This is an optimization exercise on Yosys and OpenROAD, whose aim is small area, a short achievable clock period and few clock cycles, not a production implementation. Only simulation tests tie the RTL to the original design; equivalence was not proved. No activity file was given, so power comes from the tool's default toggle rates.

// dither_core
module dither_core (
    input  wire        clk,
    input  wire        rst,             
    input  wire        start,
    input  wire [1:0]  cfg_mode,        
    input  wire        cfg_invert,
    input  wire        cfg_frame,
    input  wire        cfg_pack,        
    input  wire [7:0]  cfg_threshold,
    input  wire [15:0] cfg_width,
    input  wire [15:0] cfg_height,
    output reg         busy,
    output reg         done,
    output reg         error,
    input  wire        in_valid,
    output reg         in_ready,
    input  wire [15:0] in_data,
    output reg         out_valid,
    input  wire        out_ready,
    output reg  [7:0]  out_data,
    output reg         out_last
);
export LEC_CHECK = 0
export CAP_MARGIN = 20
export CORE_MARGIN = 2
export CORE_UTILIZATION = 60
export PLACE_DENSITY = 0.75
export SLEW_MARGIN = 20
create_clock -name core_clock -period 24.0 [get_ports {clk}]
standard.sh (not shown) runs the stock make flow with config.mk's settings and CLKGATE_MAP_FILE= SYNTH_SCRIPT=/design/flow/synth_recipe.tcl, a recipe that flattens the netlist after the stock synthesis.
==> flow/flow/run.sh <==
#!/bin/bash
# Own layout flow: the standard synthesis and ORFS steps, with the timing
# repair asked to keep a setup margin (the clock and constraints are the standard flow's).
set -euo pipefail
bash standard.sh synth > synth.log 2>&1
bash standard.sh SETUP_SLACK_MARGIN=18 "BUFFER_PORTS_ARGS=-buffer_cell sky130_fd_sc_hd__buf_2" \
  "CTS_ARGS=-sink_clustering_enable -repair_clock_nets -sink_clustering_size 40 -sink_clustering_max_diameter 40 -dont_use_dummy_load -sink_clustering_buffer sky130_fd_sc_hd__clkbuf_16" \
  finish > layout.log 2>&1
Testbench counts at the start, summed over its fixed seeds: cycles 111,708.
Edit:
==> flow/flow/run.sh (replaced) <==
#!/bin/bash
# Own layout flow: the standard synthesis and ORFS steps, with the timing
# repair asked to keep a setup margin (the clock and constraints are the standard flow's).
set -euo pipefail
bash standard.sh synth > synth.log 2>&1
bash standard.sh SETUP_SLACK_MARGIN=18 DONT_BUFFER_PORTS=1 PRE_GLOBAL_PLACE_TCL=$PWD/flow/ports.tcl \
  "CTS_ARGS=-sink_clustering_enable -repair_clock_nets -sink_clustering_size 20 -sink_clustering_max_diameter 60 -dont_use_dummy_load -sink_clustering_buffer sky130_fd_sc_hd__clkbuf_8" \
  finish > layout.log 2>&1
==> flow/flow/ports.tcl (new file) <==
# Buffer every port: inputs with the smallest buffer, outputs with a buf_4.
buffer_ports -inputs -buffer_cell sky130_fd_sc_hd__buf_1
buffer_ports -outputs -buffer_cell sky130_fd_sc_hd__buf_4
Outcome:
- The changed run finished clean
- wire length fell by a little under a tenth
- clock power went down by a quarter to a third
- global-route usage drops by 1.7 points
- synthesized area stays the same
- hold slack is better by 0.029 ns
- non-clock buffer count came out lower by 82
- clock-buffer cell count drops by 23
- die area is unchanged
- synthesized cell count stays the same
- worst setup slack improves by 0.21 ns
Edit:
--- a/flow/flow/run.sh
+++ b/flow/flow/run.sh
@@ -4,5 +4,5 @@
 set -euo pipefail
 bash standard.sh synth > synth.log 2>&1
-bash standard.sh SETUP_SLACK_MARGIN=18 DONT_BUFFER_PORTS=1 PRE_GLOBAL_PLACE_TCL=$PWD/flow/ports.tcl \
+bash standard.sh SETUP_SLACK_MARGIN=18 DONT_BUFFER_PORTS=1 PRE_RESIZE_TCL=$PWD/flow/ports.tcl \
   "CTS_ARGS=-sink_clustering_enable -repair_clock_nets -sink_clustering_size 20 -sink_clustering_max_diameter 60 -dont_use_dummy_load -sink_clustering_buffer sky130_fd_sc_hd__clkbuf_8" \
   finish > layout.log 2>&1
==> flow/flow/ports.tcl (replaced) <==
# Buffer every port: inputs with the smallest buffer, outputs with a buf_4.
buffer_ports -inputs -buffer_cell sky130_fd_sc_hd__buf_1
buffer_ports -outputs -buffer_cell sky130_fd_sc_hd__buf_2
The changed run completed without violations. Critical path depth rose by 1. Design area rose slightly. Total power stays flat. Worst setup slack gets worse by 0.14 ns. Utilization rose by 0.39 points. Non-clock buffer count rose by 78.
Edit:
--- a/flow/flow/run.sh
+++ b/flow/flow/run.sh
@@ -4,5 +4,5 @@
 set -euo pipefail
 bash standard.sh synth > synth.log 2>&1
-bash standard.sh SETUP_SLACK_MARGIN=18 DONT_BUFFER_PORTS=1 PRE_RESIZE_TCL=$PWD/flow/ports.tcl \
+bash standard.sh SETUP_SLACK_MARGIN=18 "BUFFER_PORTS_ARGS=-buffer_cell sky130_fd_sc_hd__buf_2" \
   "CTS_ARGS=-sink_clustering_enable -repair_clock_nets -sink_clustering_size 20 -sink_clustering_max_diameter 60 -dont_use_dummy_load -sink_clustering_buffer sky130_fd_sc_hd__clkbuf_8" \
   finish > layout.log 2>&1
removed: flow/flow/ports.tcl
Result:
- global-route usage fell by 0.50 points
- maximum frequency is higher by 0.53%
- synthesized area does not change
- sequential share of layout area goes down by 0.12 points
- total power hardly moves
- worst setup slack is better by 0.032 ns
- core utilization went up by 0.11 points
- wire length fell by about 2.2%
- register-to-register slack is better by 0.03 ns
- clock-buffer cell count shrinks by 2
- first-iteration DRC count is higher by about 14%
Edit:
==> flow/flow/run.sh (replaced) <==
#!/bin/bash
# Own layout flow: the standard synthesis and ORFS steps, with the timing
# repair asked to keep a setup margin (the clock and constraints are the standard flow's).
set -euo pipefail
bash standard.sh synth > synth.log 2>&1
bash standard.sh SETUP_SLACK_MARGIN=18 "BUFFER_PORTS_ARGS=-buffer_cell sky130_fd_sc_hd__buf_2" \
  "CTS_ARGS=-sink_clustering_enable -repair_clock_nets -sink_clustering_size 20 -sink_clustering_max_diameter 60 -dont_use_dummy_load -sink_clustering_buffer sky130_fd_sc_hd__clkbuf_8 -distance_between_buffers 400" \
  finish > layout.log 2>&1
Sequential share of layout area is unchanged.
Setup slack stays the same.
Final area does not change.
Maximum frequency does not change.
Cell count does not change.
Power does not change.
First-iteration DRC count is unchanged.
Utilization does not change.
Via count stays the same.
Critical path depth is unchanged.
Die area does not change.
Edit:
==> flow/flow/run.sh (replaced) <==
#!/bin/bash
# Own layout flow: the standard synthesis and ORFS steps, with the timing
# repair asked to keep a setup margin (the clock and constraints are the standard flow's).
set -euo pipefail
bash standard.sh synth > synth.log 2>&1
bash standard.sh SETUP_SLACK_MARGIN=18 DONT_BUFFER_PORTS=1 PRE_GLOBAL_PLACE_TCL=$PWD/flow/ports.tcl \
  "CTS_ARGS=-sink_clustering_enable -repair_clock_nets -sink_clustering_size 20 -sink_clustering_max_diameter 60 -dont_use_dummy_load -sink_clustering_buffer sky130_fd_sc_hd__clkbuf_8" \
  finish > layout.log 2>&1
==> flow/flow/ports.tcl (new file) <==
# Buffer every port: inputs with the smallest buffer, outputs with a buf_4.
buffer_ports -inputs -buffer_cell sky130_fd_sc_hd__buf_1
buffer_ports -outputs -buffer_cell sky130_fd_sc_hd__buf_2
Effect:
- register-to-register slack gets worse by 0.02 ns
- count of clock-buffer cells in the layout went up by 2
- global-route usage is about the same

==> static timing again, ports no longer ideal <==
In the flow no input, the clock included, has a driving cell. The finished layouts below were timed again as built, in two steps. Step 1 (the two cells are an assumption about what drives the block):
set clk [get_ports {clk}]
set_driving_cell -lib_cell sky130_fd_sc_hd__clkbuf_16 $clk
set_driving_cell -lib_cell sky130_fd_sc_hd__buf_2 [delete_from_list [all_inputs] $clk]
Step 2 adds t to the input delays and takes it off the output delays; t is the mean of the earliest and latest rising clock arrival at the registers after step 1. Input paths then give back, and output paths get back, about the clock's delay inside the block. Three values: no drivers, after step 1, after step 2; two values: the first two.
| run | shift t [ns] | slack for setup (ns) | hold WS [ns] | worst slew at a driven data input, ns | cell pins on the clock port's net |
|---|---|---|---|---|---|
| the first run | 0.776 | 17.933 / 17.862 / 17.841 | 0.252 / 0.252 / 0.252 | 0.04 | 1 |
| the second run | 0.692 | 18.146 / 18.079 / 17.918 | 0.281 / 0.281 / 0.281 | 0.33 | 1 |
| the third run | 0.673 | 18.006 / 17.943 / 17.795 | 0.256 / 0.256 / 0.256 | 0.03 | 1 |
| the fourth run | 0.683 | 18.037 / 17.972 / 17.810 | 0.291 / 0.291 / 0.291 | 0.04 | 1 |
| the fifth run | 0.683 | 18.037 / 17.972 / 17.810 | 0.291 / 0.291 / 0.291 | 0.04 | 1 |
| the sixth run | 0.692 | 18.146 / 18.079 / 17.918 | 0.281 / 0.281 / 0.281 | 0.33 | 1 |
After both steps every run listed still meets setup and hold.
